From an optimization exercise on the open Yosys and OpenROAD flow, aimed at small area, a short achievable clock period and few clock cycles per item; shortcuts taken in it are not production practice.
Function not checked in this run: the RTL went through the layout flow alone.
Power and IR drop assume default switching activity.

`flow/config.mk`:
```
export PLATFORM = sky130hd
export DESIGN_NAME = carcluster_crc
export DESIGN_NICKNAME = carcluster_crc
export VERILOG_FILES = /design/flow/design.v
export SDC_FILE = /design/flow/constraint.sdc
export NUM_CORES = 4
export LEC_CHECK = 0
export ABC_CLOCK_PERIOD_IN_PS = 4000
export CAP_MARGIN = 20
export CORE_MARGIN = 2
export CORE_UTILIZATION = 50
export CTS_CLUSTER_DIAMETER = 80
export CTS_CLUSTER_SIZE = 24
export SETUP_SLACK_MARGIN = 5
export SLEW_MARGIN = 20
export SYNTH_HIERARCHICAL = 1
export TNS_END_PERCENT = 10
```
`flow/constraint.sdc`:
```
create_clock -name core_clock -period 12.0 [get_ports {clk}]
set_input_delay 2.4000 -clock core_clock [delete_from_list [all_inputs] [get_ports {clk}]]
set_output_delay 2.4000 -clock core_clock [all_outputs]
set_load 0.01 [all_outputs]
```
`flow/design.v`:
```
module cc_crc8_chunk (
  input  wire [7:0]  ci,
  input  wire [63:0] w,
  output wire [7:0]  co
);
  wire [63:0] x = {w[63:8], w[7:0] ^ ci};
  assign co[0] = x[0] ^ x[2] ^ x[4] ^ x[5] ^ x[8] ^ x[10] ^ x[12] ^ x[13] ^ x[15] ^ x[18] ^ x[26] ^ x[27] ^ x[29] ^ x[30] ^ x[31] ^ x[32] ^ x[33] ^ x[36] ^ x[39] ^ x[40] ^ x[41] ^ x[50] ^ x[53] ^ x[55] ^ x[56] ^ x[60] ^ x[61] ^ x[62];
  assign co[1] = x[0] ^ x[1] ^ x[3] ^ x[5] ^ x[6] ^ x[9] ^ x[11] ^ x[13] ^ x[14] ^ x[16] ^ x[19] ^ x[24] ^ x[27] ^ x[28] ^ x[30] ^ x[31] ^ x[33] ^ x[34] ^ x[37] ^ x[40] ^ x[41] ^ x[42] ^ x[51] ^ x[54] ^ x[57] ^ x[61] ^ x[62] ^ x[63];
  assign co[2] = x[0] ^ x[1] ^ x[5] ^ x[6] ^ x[7] ^ x[8] ^ x[13] ^ x[14] ^ x[16] ^ x[17] ^ x[18] ^ x[20] ^ x[25] ^ x[26] ^ x[27] ^ x[28] ^ x[30] ^ x[32] ^ x[33] ^ x[34] ^ x[35] ^ x[36] ^ x[38] ^ x[39] ^ x[40] ^ x[42] ^ x[43] ^ x[48] ^ x[50] ^ x[52] ^ x[53] ^ x[56] ^ x[58] ^ x[60] ^ x[61] ^ x[63];
  assign co[3] = x[0] ^ x[1] ^ x[4] ^ x[5] ^ x[6] ^ x[7] ^ x[8] ^ x[9] ^ x[10] ^ x[12] ^ x[13] ^ x[14] ^ x[17] ^ x[19] ^ x[21] ^ x[24] ^ x[28] ^ x[30] ^ x[32] ^ x[34] ^ x[35] ^ x[37] ^ x[40] ^ x[43] ^ x[44] ^ x[48] ^ x[49] ^ x[50] ^ x[51] ^ x[54] ^ x[55] ^ x[56] ^ x[57] ^ x[59] ^ x[60];
  assign co[4] = x[0] ^ x[1] ^ x[4] ^ x[6] ^ x[7] ^ x[8] ^ x[9] ^ x[11] ^ x[12] ^ x[14] ^ x[20] ^ x[22] ^ x[25] ^ x[26] ^ x[27] ^ x[30] ^ x[32] ^ x[35] ^ x[38] ^ x[39] ^ x[44] ^ x[45] ^ x[49] ^ x[51] ^ x[52] ^ x[53] ^ x[56] ^ x[57] ^ x[58] ^ x[62];
  assign co[5] = x[1] ^ x[2] ^ x[5] ^ x[7] ^ x[9] ^ x[10] ^ x[12] ^ x[13] ^ x[15] ^ x[21] ^ x[23] ^ x[24] ^ x[26] ^ x[27] ^ x[28] ^ x[31] ^ x[33] ^ x[36] ^ x[39] ^ x[45] ^ x[46] ^ x[50] ^ x[52] ^ x[53] ^ x[54] ^ x[57] ^ x[58] ^ x[59] ^ x[63];
  assign co[6] = x[0] ^ x[2] ^ x[3] ^ x[6] ^ x[8] ^ x[10] ^ x[11] ^ x[13] ^ x[14] ^ x[16] ^ x[22] ^ x[24] ^ x[25] ^ x[27] ^ x[28] ^ x[29] ^ x[34] ^ x[37] ^ x[46] ^ x[47] ^ x[48] ^ x[51] ^ x[53] ^ x[54] ^ x[55] ^ x[58] ^ x[59] ^ x[60];
  assign co[7] = x[1] ^ x[3] ^ x[4] ^ x[7] ^ x[9] ^ x[11] ^ x[12] ^ x[14] ^ x[15] ^ x[17] ^ x[23] ^ x[25] ^ x[26] ^ x[28] ^ x[29] ^ x[30] ^ x[32] ^ x[35] ^ x[38] ^ x[40] ^ x[47] ^ x[49] ^ x[52] ^ x[54] ^ x[55] ^ x[59] ^ x[60] ^ x[61];
endmodule
module cc_crc8_pre (
  input  wire [2:0] m,
  output reg  [7:0] v
);
  always @(*) begin
    case (m)
      3'd0: v = 8'hFF;
      3'd1: v = 8'h7E;
      3'd2: v = 8'h73;
      3'd3: v = 8'hAA;
      3'd4: v = 8'h54;
      3'd5: v = 8'hA9;
      3'd6: v = 8'hCC;
      3'd7: v = 8'h93;
    endcase
  end
endmodule
module cc_xcrc (
  input  wire [1:0]  t,
  input  wire [3:0]  seq,
  input  wire [63:0] w,
  output reg  [7:0]  r
);
  wire [7:0] l0;
  assign l0[0] = w[17] ^ w[18] ^ w[19] ^ w[21] ^ w[22] ^ w[26] ^ w[28] ^ w[29] ^ w[30] ^ w[32] ^ w[33] ^ w[35] ^ w[36] ^ w[37] ^ w[38] ^ w[40] ^ w[41] ^ w[43] ^ w[46] ^ w[47] ^ w[53] ^ w[54] ^ w[55] ^ w[56] ^ w[57] ^ w[58] ^ w[59] ^ w[60] ^ w[63];
  assign l0[1] = w[17] ^ w[20] ^ w[21] ^ w[23] ^ w[26] ^ w[27] ^ w[28] ^ w[31] ^ w[34] ^ w[35] ^ w[39] ^ w[42] ^ w[43] ^ w[44] ^ w[46] ^ w[48] ^ w[53] ^ w[61] ^ w[63];
  assign l0[2] = w[16] ^ w[17] ^ w[19] ^ w[24] ^ w[26] ^ w[27] ^ w[30] ^ w[32] ^ w[33] ^ w[37] ^ w[38] ^ w[40] ^ w[41] ^ w[44] ^ w[45] ^ w[46] ^ w[48] ^ w[49] ^ w[53] ^ w[55] ^ w[57] ^ w[58] ^ w[59] ^ w[60] ^ w[62] ^ w[63];
  assign l0[3] = w[19] ^ w[20] ^ w[21] ^ w[22] ^ w[25] ^ w[26] ^ w[27] ^ w[29] ^ w[30] ^ w[31] ^ w[32] ^ w[34] ^ w[35] ^ w[36] ^ w[37] ^ w[39] ^ w[42] ^ w[43] ^ w[45] ^ w[48] ^ w[49] ^ w[50] ^ w[53] ^ w[55] ^ w[56] ^ w[57] ^ w[61];
  assign l0[4] = w[16] ^ w[20] ^ w[21] ^ w[22] ^ w[23] ^ w[24] ^ w[26] ^ w[27] ^ w[28] ^ w[30] ^ w[31] ^ w[33] ^ w[35] ^ w[36] ^ w[37] ^ w[38] ^ w[40] ^ w[43] ^ w[44] ^ w[46] ^ w[49] ^ w[50] ^ w[51] ^ w[54] ^ w[57] ^ w[58] ^ w[62];
  assign l0[5] = w[16] ^ w[18] ^ w[19] ^ w[23] ^ w[25] ^ w[26] ^ w[27] ^ w[30] ^ w[31] ^ w[32] ^ w[33] ^ w[34] ^ w[35] ^ w[39] ^ w[40] ^ w[43] ^ w[44] ^ w[45] ^ w[46] ^ w[50] ^ w[51] ^ w[52] ^ w[53] ^ w[54] ^ w[56] ^ w[57] ^ w[60];
  assign l0[6] = w[16] ^ w[17] ^ w[19] ^ w[20] ^ w[24] ^ w[26] ^ w[27] ^ w[28] ^ w[31] ^ w[33] ^ w[34] ^ w[35] ^ w[36] ^ w[41] ^ w[44] ^ w[45] ^ w[46] ^ w[47] ^ w[51] ^ w[52] ^ w[53] ^ w[54] ^ w[55] ^ w[56] ^ w[57] ^ w[58] ^ w[61];
  assign l0[7] = w[16] ^ w[17] ^ w[18] ^ w[20] ^ w[21] ^ w[25] ^ w[27] ^ w[28] ^ w[29] ^ w[32] ^ w[34] ^ w[35] ^ w[36] ^ w[37] ^ w[40] ^ w[42] ^ w[45] ^ w[46] ^ w[47] ^ w[52] ^ w[53] ^ w[54] ^ w[55] ^ w[56] ^ w[57] ^ w[58] ^ w[59] ^ w[62];
  wire [7:0] l1;
  assign l1[0] = w[13] ^ w[14] ^ w[15] ^ w[16] ^ w[17] ^ w[18] ^ w[19] ^ w[20] ^ w[23] ^ w[24] ^ w[25] ^ w[27] ^ w[30] ^ w[31];
  assign l1[1] = w[8] ^ w[13] ^ w[21] ^ w[23] ^ w[26] ^ w[27] ^ w[28] ^ w[30];
  assign l1[2] = w[8] ^ w[9] ^ w[13] ^ w[15] ^ w[17] ^ w[18] ^ w[19] ^ w[20] ^ w[22] ^ w[23] ^ w[24] ^ w[25] ^ w[28] ^ w[29] ^ w[30];
  assign l1[3] = w[8] ^ w[9] ^ w[10] ^ w[13] ^ w[15] ^ w[16] ^ w[17] ^ w[21] ^ w[26] ^ w[27] ^ w[29];
  assign l1[4] = w[9] ^ w[10] ^ w[11] ^ w[14] ^ w[17] ^ w[18] ^ w[22] ^ w[24] ^ w[27] ^ w[28] ^ w[30];
  assign l1[5] = w[10] ^ w[11] ^ w[12] ^ w[13] ^ w[14] ^ w[16] ^ w[17] ^ w[20] ^ w[24] ^ w[27] ^ w[28] ^ w[29] ^ w[30];
  assign l1[6] = w[11] ^ w[12] ^ w[13] ^ w[14] ^ w[15] ^ w[16] ^ w[17] ^ w[18] ^ w[21] ^ w[25] ^ w[28] ^ w[29] ^ w[30] ^ w[31];
  assign l1[7] = w[12] ^ w[13] ^ w[14] ^ w[15] ^ w[16] ^ w[17] ^ w[18] ^ w[19] ^ w[22] ^ w[24] ^ w[26] ^ w[29] ^ w[30] ^ w[31];
  wire [7:0] l2;
  assign l2[0] = 1'b0;
  assign l2[1] = 1'b0;
  assign l2[2] = 1'b0;
  assign l2[3] = 1'b0;
  assign l2[4] = 1'b0;
  assign l2[5] = 1'b0;
  assign l2[6] = 1'b0;
  assign l2[7] = 1'b0;
  reg [7:0] k;
  always @(*) begin
    case ({t, seq})
      6'd0: k = 8'hD0;
      6'd1: k = 8'h9F;
      6'd2: k = 8'hF1;
      6'd3: k = 8'hF3;
      6'd4: k = 8'h8E;
      6'd5: k = 8'h3D;
      6'd6: k = 8'h31;
      6'd7: k = 8'hAD;
      6'd8: k = 8'hD7;
      6'd9: k = 8'h64;
      6'd10: k = 8'hD5;
      6'd11: k = 8'h42;
      6'd12: k = 8'hE2;
      6'd13: k = 8'hDD;
      6'd14: k = 8'hF8;
      6'd15: k = 8'hBF;
      6'd16: k = 8'h39;
      6'd17: k = 8'h94;
      6'd18: k = 8'h4C;
      6'd19: k = 8'hE1;
      6'd20: k = 8'hD3;
      6'd21: k = 8'h7E;
      6'd22: k = 8'hA6;
      6'd23: k = 8'h0B;
      6'd24: k = 8'hC2;
      6'd25: k = 8'h6F;
      6'd26: k = 8'hB7;
      6'd27: k = 8'h1A;
      6'd28: k = 8'h28;
      6'd29: k = 8'h85;
      6'd30: k = 8'h5D;
      6'd31: k = 8'hF0;
      6'd32: k = 8'h0D;
      6'd33: k = 8'h26;
      6'd34: k = 8'h19;
      6'd35: k = 8'h7F;
      6'd36: k = 8'hEC;
      6'd37: k = 8'h3B;
      6'd38: k = 8'h66;
      6'd39: k = 8'h9E;
      6'd40: k = 8'hDE;
      6'd41: k = 8'h09;
      6'd42: k = 8'hE9;
      6'd43: k = 8'h1A;
      6'd44: k = 8'h54;
      6'd45: k = 8'h0F;
      6'd46: k = 8'h7B;
      6'd47: k = 8'h58;
      default: k = 8'h00;
    endcase
    case (t)
      2'd0: r = k ^ l0;
      2'd1: r = k ^ l1;
      default: r = k ^ l2;
    endcase
  end
endmodule
module cc_andor16 (
  input  wire [1023:0] d,
  input  wire [15:0]   s,
  output wire [63:0]   y
);
  reg [63:0] t;
  integer k;
  always @(*) begin
    t = 64'd0;
    for (k = 0; k < 16; k = k + 1) t = t | ({64{s[k]}} & d[64*k +: 64]);
  end
  assign y = t;
endmodule
module carcluster_crc (
  input  wire        clk,
  input  wire        rst,         
  input  wire        cmd_valid,
  output wire        cmd_ready,
  input  wire [63:0] cmd,
  output wire [7:0]  res,
  output wire [3:0]  seq,
  output wire        tabv,
  output wire [7:0]  fault,
  output wire [63:0] fcmd
);
  localparam [7:0] OP_BUILD  = 8'h01, OP_CRC8 = 8'h02, OP_XCRC = 8'h03,
                   OP_SEQADV = 8'h04, OP_PACK = 8'h05, OP_XSUM = 8'h06,
                   OP_CNXT   = 8'h07, OP_WRB  = 8'h08, OP_RDB  = 8'h09,
                   OP_STRES  = 8'h0A;
  localparam [2:0] F_ILLEGAL = 3'd1, F_BADOP = 3'd2, F_BADFT = 3'd3,
                   F_NOTAB   = 3'd4, F_RANGE = 3'd5;
  reg [2047:0] mem;           
  wire [2047:0] mem_nx;       
  reg        busy;            
  reg [63:0] cw;              
  reg        halt_r;          
  reg        g_wr;            
  reg        g_rdb;           
  reg [7:0]  rdq;
  reg [7:0]  w_lo;            
  reg [63:0] w_mask;          
  reg [31:0] w_data;          
  reg [7:0]  w_par;           
  reg        rdy_r;           
  reg [2:0]  col_q;           
  reg [7:0]  res_r;
  reg [3:0]  seq_r;
  reg        tabv_r;
  reg [2:0]  fault_r;
  reg [63:0] erow_q, orow_q;  
  reg        par_q;           
  reg        b_ok;            
  reg [15:0] es_b, os_b;      
  reg        rb0;             
  reg [4:0]  cnt;             
  reg        first;           
  reg [2:0]  mlead;           
  reg [7:0]  acc;             
  reg [1:0]  kind;            
  wire       wen  = g_wr;
  assign res   = g_rdb ? rdq : res_r;
  assign seq   = seq_r;
  assign tabv  = tabv_r;
  assign fault = {5'd0, fault_r};
  assign fcmd  = halt_r ? cw : 64'd0;
  assign cmd_ready = rdy_r;
  wire [7:0]  i_op  = cmd[63:56];
  wire [7:0]  i_a   = cmd[55:48];
  wire [7:0]  i_b   = cmd[47:40];
  wire [7:0]  i_c   = cmd[39:32];
  wire [31:0] i_imm = cmd[31:0];
  wire take = cmd_valid & ~busy & ~halt_r;
  reg legal;
  always @(*) begin
    case (i_op)
      OP_BUILD, OP_SEQADV:       legal = (cmd[55:0] == 56'd0);
      OP_CRC8:                   legal = (i_imm == 32'd0);
      OP_XCRC, OP_XSUM, OP_CNXT: legal = (i_c == 8'd0) && (i_imm == 32'd0);
      OP_PACK:                   legal = 1'b1;
      OP_WRB:                    legal = (i_b == 8'd0) && (i_imm == 32'd0);
      OP_RDB, OP_STRES:          legal = (i_b == 8'd0) && (i_c == 8'd0) && (i_imm == 32'd0);
      default:                   legal = 1'b0;
    endcase
  end
  wire       i_pack  = (i_op == OP_PACK);
  wire       i_xcrc  = (i_op == OP_XCRC);
  wire       i_crc   = (i_op == OP_CRC8);
  wire       i_cx    = i_crc || (i_op == OP_XSUM);
  wire [8:0] i_wlo9  = {1'b0, i_a} + {4'd0, i_b[7:3]};            
  wire [5:0] i_pkt   = {3'd0, i_b[2:0]} + i_c[5:0];               
  wire       i_pk1   = (i_pkt >= 6'd9);                           
  wire       i_pk2   = (i_pkt >= 6'd17);
  wire       i_pk3   = (i_pkt >= 6'd25);
  wire       i_pk4   = (i_pkt >= 6'd33);
  wire       i_pkr   = i_wlo9[8] ||
                       (i_wlo9[7:0] == 8'd255 && i_pk1) || (i_wlo9[7:0] == 8'd254 && i_pk2) ||
                       (i_wlo9[7:0] == 8'd253 && i_pk3) || (i_wlo9[7:0] == 8'd252 && i_pk4);
  wire       c_ill   = ~legal;
  wire       c_bad   = i_pack && (i_c == 8'd0 || i_c > 8'd32);
  wire       c_ft    = i_xcrc && (i_b >= 8'd3);
  wire       c_nt    = i_crc && !tabv_r;
  wire       c_rng   = (i_cx && ({1'b0, i_a} + {1'b0, i_b}) > 9'd256) ||
                       (i_xcrc && ((i_b[1:0] == 2'd0) ? (i_a > 8'd248) :
                                   (i_b[1:0] == 2'd1) ? (i_a > 8'd252) : 1'b0)) ||
                       (i_pack && i_pkr);
  wire       i_ok    = ~(c_ill | c_bad | c_ft | c_nt | c_rng);
  wire [2:0] i_fc    = c_ill ? F_ILLEGAL : c_bad ? F_BADOP : c_ft ? F_BADFT :
                       c_nt  ? F_NOTAB   : c_rng ? F_RANGE : 3'd0;
  wire       t_ok    = take & i_ok;
  wire       z_b     = (i_b == 8'd0);
  wire       z_c     = (i_c == 8'd0);
  wire       z_imm   = (i_imm == 32'd0);
  wire       z_a     = (i_a == 8'd0);
  wire       t_seq   = take & (i_op == OP_SEQADV) & z_a & z_b & z_c & z_imm;
  wire       t_build = take & (i_op == OP_BUILD)  & z_a & z_b & z_c & z_imm;
  wire       t_rdb   = take & (i_op == OP_RDB)    & z_b & z_c & z_imm;
  wire       t_cnxt  = take & (i_op == OP_CNXT)   & z_c & z_imm;
  wire       t_crc0  = take & (i_op == OP_CRC8)   & z_b & z_imm & tabv_r;
  wire       t_xsum0 = take & (i_op == OP_XSUM)   & z_b & z_c & z_imm;
  wire       i_bz    = (i_b == 8'd0);
  wire       i_multi = i_xcrc || ((i_op == OP_CRC8 || i_op == OP_XSUM) && !i_bz);
  wire [8:0] cn_next = {1'b0, i_a} + 9'd1;
  wire [8:0] cn_mod  = i_bz ? 9'd256 : {1'b0, i_b};
  wire [7:0] cn_res  = (cn_next >= cn_mod) ? 8'd0 : cn_next[7:0];
  wire [7:0] i_ws    = i_pack ? i_b : 8'd0;
  wire [5:0] i_ww    = i_pack ? i_c[5:0] : 6'd8;
  wire [7:0] i_wlo   = i_pack ? i_wlo9[7:0] : i_a;
  wire [5:0] i_wrot  = {i_a[2:0] + i_ws[5:3], i_ws[2:0]};    
  wire [6:0] i_wend  = {1'b0, i_wrot} + {1'b0, i_ww};
  reg  [63:0] i_wmask;
  reg  [7:0]  i_wpar;
  integer j;
  always @(*) begin
    for (j = 0; j < 64; j = j + 1)
      i_wmask[j] = i_wend[6] ? ((j >= i_wrot) || (j < i_wend[5:0]))
                             : ((j >= i_wrot) && (j < i_wend[5:0]));
    for (j = 0; j < 8; j = j + 1)
      i_wpar[j] = (j >= i_wlo[2:0]) ? i_wlo[3] : ~i_wlo[3];
  end
  wire [31:0] i_wval  = i_pack ? i_imm : {24'd0, (i_op == OP_STRES) ? res : i_c};
  wire [31:0] i_wdata = (i_wval << i_wrot[4:0]) | (i_wval >> (6'd32 - {1'b0, i_wrot[4:0]}));
  wire [2:0] i_m     = i_cx ? 3'd0 - i_b[2:0] : 3'd0;
  wire [3:0] i_ab3   = {1'b0, i_a[2:0]} + {1'b0, i_b[2:0]};
  wire       i_brw   = i_cx & (i_b[2:0] != 3'd0) & ~i_ab3[3];
  wire [3:0] i_wst   = {i_a[3] ^ i_brw, i_cx ? i_ab3[2:0] : i_a[2:0]};
  wire [7:0]  c_a = cw[55:48];
  wire [7:0]  c_b = cw[47:40];
  wire [7:0]  c_c = cw[39:32];
  wire [7:0]  wlo  = w_lo;
  wire [4:0]  wr0  = wlo[7:3];
  wire [4:0]  wr1  = wr0 + 5'd1;
  wire [63:0] wrot32 = {2{w_data}};
  wire [63:0] wmask  = w_mask;
  reg [39:0] colrow;
  reg [63:0] we_even, we_odd;
  integer c;
  always @(*) begin
    for (c = 0; c < 8; c = c + 1) begin
      colrow[5*c +: 5] = (c >= wlo[2:0]) ? wr0 : wr1;
      we_even[8*c +: 8] = (wen & ~w_par[c]) ? wmask[8*c +: 8] : 8'd0;
      we_odd[8*c +: 8]  = (wen &  w_par[c]) ? wmask[8*c +: 8] : 8'd0;
    end
  end
  wire [15:0] we_es = 16'd1 << wr1[4:1];
  wire [15:0] we_os = 16'd1 << wr0[4:1];
  genvar gr, gb;
  generate
    for (gr = 0; gr < 32; gr = gr + 1) begin : g_row
      wire rh = (gr % 2 == 0) ? we_es[gr / 2] : we_os[gr / 2];
      wire [63:0] we = (gr % 2 == 0) ? we_even : we_odd;
      wire [63:0] w1 = we & wrot32;      
      wire [63:0] w0 = we & ~wrot32;     
      for (gb = 0; gb < 64; gb = gb + 1) begin : g_bit
        assign mem_nx[64*gr + gb] = (rh & w1[gb]) | (mem[64*gr + gb] & ~(rh & w0[gb]));
        always @(posedge clk)
          mem[64*gr + gb] <= mem_nx[64*gr + gb];
      end
    end
  endgenerate
  wire [4:0]  i_r  = i_a[7:3];
  wire [15:0] i_d  = 16'd1 << i_r[4:1];
  wire [15:0] i_dr = {i_d[14:0], i_d[15]};
  wire [15:0] i_es = i_r[0] ? i_dr : i_d;
  wire [15:0] es   = busy ? es_b : i_es;
  wire [15:0] os   = busy ? os_b : i_d;
  wire        par  = busy ? rb0 : i_wst[3];
  reg [1023:0] ebank, obank;
  integer k;
  always @(*) begin
    for (k = 0; k < 16; k = k + 1) begin
      ebank[64*k +: 64] = mem_nx[128*k +: 64];
      obank[64*k +: 64] = mem_nx[128*k + 64 +: 64];
    end
  end
  wire [63:0] erow, orow;
  cc_andor16 u_ebank (.d(ebank), .s(es), .y(erow));
  cc_andor16 u_obank (.d(obank), .s(os), .y(orow));
  wire [127:0] i_rows  = {orow, erow};
  wire [7:0]   rdb_val = i_rows[{i_r[0], i_a[2:0], 3'b000} +: 8];    
  wire [127:0] pair = par_q ? {erow_q, orow_q} : {orow_q, erow_q};
  wire [63:0]  win  = pair[{col_q, 3'b000} +: 64];
  reg  [63:0]  winm;
  always @(*) begin
    for (k = 0; k < 8; k = k + 1)
      winm[8*k +: 8] = (first && k < mlead) ? 8'd0 : win[8*k +: 8];
  end
  wire [7:0] pre;
  cc_crc8_pre u_pre (.m(mlead), .v(pre));
  wire [7:0] crc_out;
  cc_crc8_chunk u_crc (.ci(first ? pre : acc), .w(winm), .co(crc_out));
  wire [7:0] xs_out = (first ? 8'd0 : acc) ^ winm[7:0] ^ winm[15:8] ^ winm[23:16] ^
                      winm[31:24] ^ winm[39:32] ^ winm[47:40] ^ winm[55:48] ^ winm[63:56];
  wire [7:0] xc_out;
  cc_xcrc u_xcrc (.t(cw[41:40]), .seq(seq_r), .w(win), .r(xc_out));
  wire [7:0] busy_res = (kind == 2'd0) ? (crc_out ^ c_c) :
                        (kind == 2'd1) ? xs_out : xc_out;
  wire       busy_end = (cnt == 5'd0) | ~b_ok;
  wire [7:0] res_oth = (busy & busy_end & b_ok) ? busy_res :
                       t_cnxt                   ? cn_res :
                       t_crc0                   ? ~i_c :
                       t_xsum0                  ? 8'd0 : res;
  always @(posedge clk) begin
    rdq     <= rdb_val;
    erow_q  <= erow;
    orow_q  <= orow;
    par_q   <= par;
    w_lo    <= i_wlo;
    w_mask  <= i_wmask;
    w_data  <= i_wdata;
    w_par   <= i_wpar;
    if (take)
      cw <= cmd;
    if (rst) begin
      busy    <= 1'b0;
      halt_r  <= 1'b0;
      g_rdb   <= 1'b0;
      rdy_r   <= 1'b1;
      g_wr    <= 1'b0;
      res_r   <= 8'd0;
      seq_r   <= 4'd0;
      tabv_r  <= 1'b0;
      fault_r <= 3'd0;
    end else begin
      if (t_seq)
        seq_r <= seq_r + 4'd1;
      if (t_build)
        tabv_r <= 1'b1;
      if (take & ~i_ok) begin
        fault_r <= i_fc;
        halt_r  <= 1'b1;
      end
      res_r   <= res_oth;
      g_rdb   <= t_rdb;
      g_wr    <= t_ok & ((i_op == OP_WRB) || (i_op == OP_STRES) || i_pack);
      if (take & i_multi) begin
        busy  <= 1'b1;
        rdy_r <= 1'b0;
      end else if (busy_end) begin
        busy  <= 1'b0;
        rdy_r <= 1'b1;
      end
    end
    if (!busy) begin
      b_ok   <= i_ok;
      col_q  <= i_wst[2:0];
      es_b   <= i_brw ? i_es : i_dr;
      os_b   <= (i_brw | ~i_r[0]) ? i_d : i_dr;
      rb0    <= i_brw ? i_r[0] : ~i_r[0];
      cnt    <= i_xcrc ? 5'd0 : (i_b - 8'd1) >> 3;
      first  <= 1'b1;
      mlead  <= i_m;
      kind   <= (i_op == OP_CRC8) ? 2'd0 : (i_op == OP_XSUM) ? 2'd1 : 2'd2;
    end else begin
      first <= 1'b0;
      acc   <= (kind == 2'd0) ? crc_out : xs_out;
      cnt   <= cnt - 5'd1;
      rb0   <= ~rb0;
      if (rb0) os_b <= {os_b[14:0], os_b[15]};
      else     es_b <= {es_b[14:0], es_b[15]};
    end
  end
endmodule
```
`flow/flow/run.sh`:
```
#!/bin/bash
set -euo pipefail
MARGIN=7.5
bash standard.sh SETUP_SLACK_MARGIN=$MARGIN finish > standard.log 2>&1
```
`flow/standard.sh`:
```
#!/bin/bash
# synth_recipe.tcl (not shown) runs the flow's synth.tcl, then flattens the netlist and writes it again
# the make line also repeats each setting of config.mk as NAME=value (left out here)
make -C /OpenROAD-flow-scripts/flow DESIGN_CONFIG=/design/flow/config.mk WORK_HOME=/design/flow/orfs CLKGATE_MAP_FILE= SYNTH_SCRIPT=/design/flow/synth_recipe.tcl "${@:-finish}"
```
==> metrics.md <==
| Metric | Value |
|---|---|
| Synthesized cell area | between 100000 and 150000 sq um |
| Syn Inst Count | 14200 |
| Clk network pwr share | 35.0% |
| Min Tclk post-route | a little over 5000 ps |
| WL final | between 600000 and 700000 microns |
| Startpoint Class | input port |
| Dpl ws | around 3800 ps |
| Share of the core filled with cells | between 50% and 60% |
| Unrepaired setup endpoints after global routing | yes |
| Post-route setup TNS | 0 ps |
| Die Width | 488 microns |
| Synth warn | 10 |
| Post-Place Cells | approximately 16000 |
| Crit path arrival time | 5750 ps |
| Pleak | just under 60 nW |
| Reg clk slew, reported paths | 90 ps |
| First-pass GRT wire length | ~820000 microns |
| Vias per cell | 7.16 |
| Fin crit share | ~42% |
| HPWL after DPL | 338000 microns |
| DR vias | 122000 |
| Max-slew headroom | 19.4% |
| H-tree levels | 4 |
| # Max-Cap Violations | 0 |
| Layout Nets | 13900 |
| Clock latency (worst-skew pair) | approximately 900 ps |
| Max Slew Vio Count | 0 |
| Antenna-violating nets left | 0 |
| Net Switching | ~4.7 mW |
| Share of layout cells above drive strength 1 | between 10 and 15% |
| Initial drt markers | 19800 |
| CTS root buffer | clkbuf_16 |
| Final Hold Fails | 0 |
| GPL Wtd Cong | 1.07 |
| Initial antenna violation count | 90 |
| Switching part of the total | 29.6% |
| CTS hold repair buffers | 0 |
| Port bufs | approximately 150 |
| Largest net degree at the start of global routing | 67 |
| Worst VDD drop | 124 uV |
| WL/cell | 35.6 microns |
| P_int | 11.2 mW |
| Die ar. | 238000 sq um |
| # fillers | 20500 |
| Worst Path Required | 12690 ps |
| Status | complete, no violations |
| Final setup violation count | 0 |
| Core Area | 233000 sq um |
| # IOs | ~150 |
| Combinational share of power | 12.4% |
| Power per cell area | 118 nW/um^2 |
| Multi-input gate area | 64600 sq um |
| Drc violations | 0 |
| Worst Tran Pin Value | 1210 ps |
| Final worst slack | 6940 ps |
| Deepest clock path buffer count | 3 |
| Number of global-route vias before repair | 111000 |
| TritonCTS clock tree | yes |
| P&R area growth vs syn | 15.0% |
| Clock sinks | 2434 |
| Setup crit end kind | flip-flop |
| CP Max Fanout | 64 |
| Post-Layout Cell Count | 17100 |
| Total power | between 15 and 20 mW |
| Height of the die | 488 microns |
| Clock Skews | 62.7 ps |
| Critical path class | input port to flip-flop |
| Total congestion overflow | 0 |
| Mean Syn Cell Area | 8.28 sq um |
| F_max | 198 MHz |
| Sequential share of power | 52.6% |
| Min-Delay Path Class | flip-flop to flip-flop |
| Pre-Repair DR Iteration Count | 7 |
| Seq. cell area | 49900 sq um |
| Row count | 177 |
| Overall Global Routing Usage | 47.7% |
| CTS Buf Count | 139 |
| Initial core utilization | 50.4% |
final timing paths:
check | startpoint | endpoint | slack, ps | depth (start not counted)
setup / recovery | cmd[55] | rdq[4]$_DFF_P_ | 6940 | 11
hold / removal | mem[979]$_DFF_P_ | mem[979]$_DFF_P_ | 470 | 2
setup reg to reg | g_wr$_SDFF_PP0_ | rdq[0]$_DFF_P_ | 7050 | 12
hold reg to reg | mem[979]$_DFF_P_ | mem[979]$_DFF_P_ | 470 | 2
power by group through the flow:
stage          clock network (mW)  logic [mW]  registers (mW)
2_1_floorplan                   0       0.841            8.40
3_3_place_gp                    0        1.47            8.54
3_5_place_dp                    0        1.47            8.54
4_1_cts                      5.54        1.73            8.35
5_1_grt                      5.83        1.95            8.37
6_report                     5.58        1.98            8.38
cell type report:
cell class	instances	area share (%)
flip-flops and latches	2434	37.0
diodes	132	0.245
well taps	3132	2.91
repair buffers	921	8.37
multi-input cells	10100	47.9
clock inverters	59	0.604
inverters	75	0.240
clock buffers	160	2.74
repair inverters	1	0.00371
critical path, cell delays in order:
cell	delay, ps
buf_12	120
buf_12	150
nor2b_1	160
nand2_2	110
buf_4	140
o21ai_4	60
buf_12	200
a221oi_2	520
nand4_1	440
mux4_2	590
mux4_2	480
registers in the layout, indices dropped and copies added (netlist names), 2 cells and up:
name and count:
cnt 5, es_b 16, orow_q 64, w_data 32
w_par 7, kind 2, mlead 3, fault_r 3
erow_q 64, cw 64, rdq 8, col_q 3
seq_r 4, res_r 8, mem 2048, os_b 16
w_lo 5, acc 8, w_mask 64
routing by layer:
layer	GRT usage (%)	vias up	part of all wire (%)
met5	0	-	0.058
met4	38.2	44	9.9
met3	17.0	3056	14
met2	68.7	10300	41
met1	57.2	58700	35
li1	-	50100	-
per-stage QoR:
step                cell area, sq um  hold slack [ps]
finish                        135000              472
global route                  135000              485
CTS                           130000              471
detailed placement            119000              456
global placement              119000              451
floorplan                     118000              435
repair_timing:
item                       in CTS  in global routing
pin swaps                     149                159
gates cloned                   75                 30
setup endpoints to repair     372                234
resized for setup             630                433
buffers inserted              249                143
cells in the final DEF (no fill, tap or decap), types with 29 or more instances in the layout:
cell	instances
xor2_1	68
buf_4	485
mux2_2	63
buf_16	63
nor2_1	211
maj3_2	31
xnor2_2	63
nand3_1	2119
nand2b_1	30
clkdlybuf4s50_1	113
nand4_1	136
and2_1	164
a22o_1	513
diode_2	132
buf_12	102
a21oi_1	185
buf_6	65
dfxtp_2	39
o21ai_0	2186
and3_1	80
nor3_1	52
edfxtp_1	113
clkbuf_16	170
a221oi_1	367
dfxtp_1	2276
inv_1	55
a221oi_2	152
o211ai_1	29
nand2_4	30
mux2i_1	138
a211oi_1	30
mux4_2	189
ha_1	48
nand2_1	2415
xnor2_1	200
nor2b_1	32

-- what the ideal ports hide --
The results above use ideal ports. As a check the final layout listed here was re-extracted and re-timed, cells and wires unchanged.
Step 1 (the two cells are an assumption about what drives the block):
set clk [get_ports {clk}]
set_driving_cell -lib_cell sky130_fd_sc_hd__clkbuf_16 $clk
set_driving_cell -lib_cell sky130_fd_sc_hd__buf_2 [delete_from_list [all_inputs] $clk]
Step 2 adds t to the input delays and takes it off the output delays; t is the mean of the earliest and latest rising clock arrival at the registers after step 1. Input paths then give back, and output paths get back, about the clock's delay inside the block.
Slacks: ideal ports / drivers / drivers and shift; pairs: ideal ports / drivers.
shift t [ns]: 0.961
setup WS [ns]: 6.944 / 7.001 / 6.040
clock arrival spread, ns: 0.074 / 0.074
worst slew at a driven data input, ns: 0.07
cell pins on the clock port's net: 1
After both steps setup and hold are still met in this run. For this run, drivers alone change the setup slack by +0.057 ns; drivers and shift together by -0.904 ns.
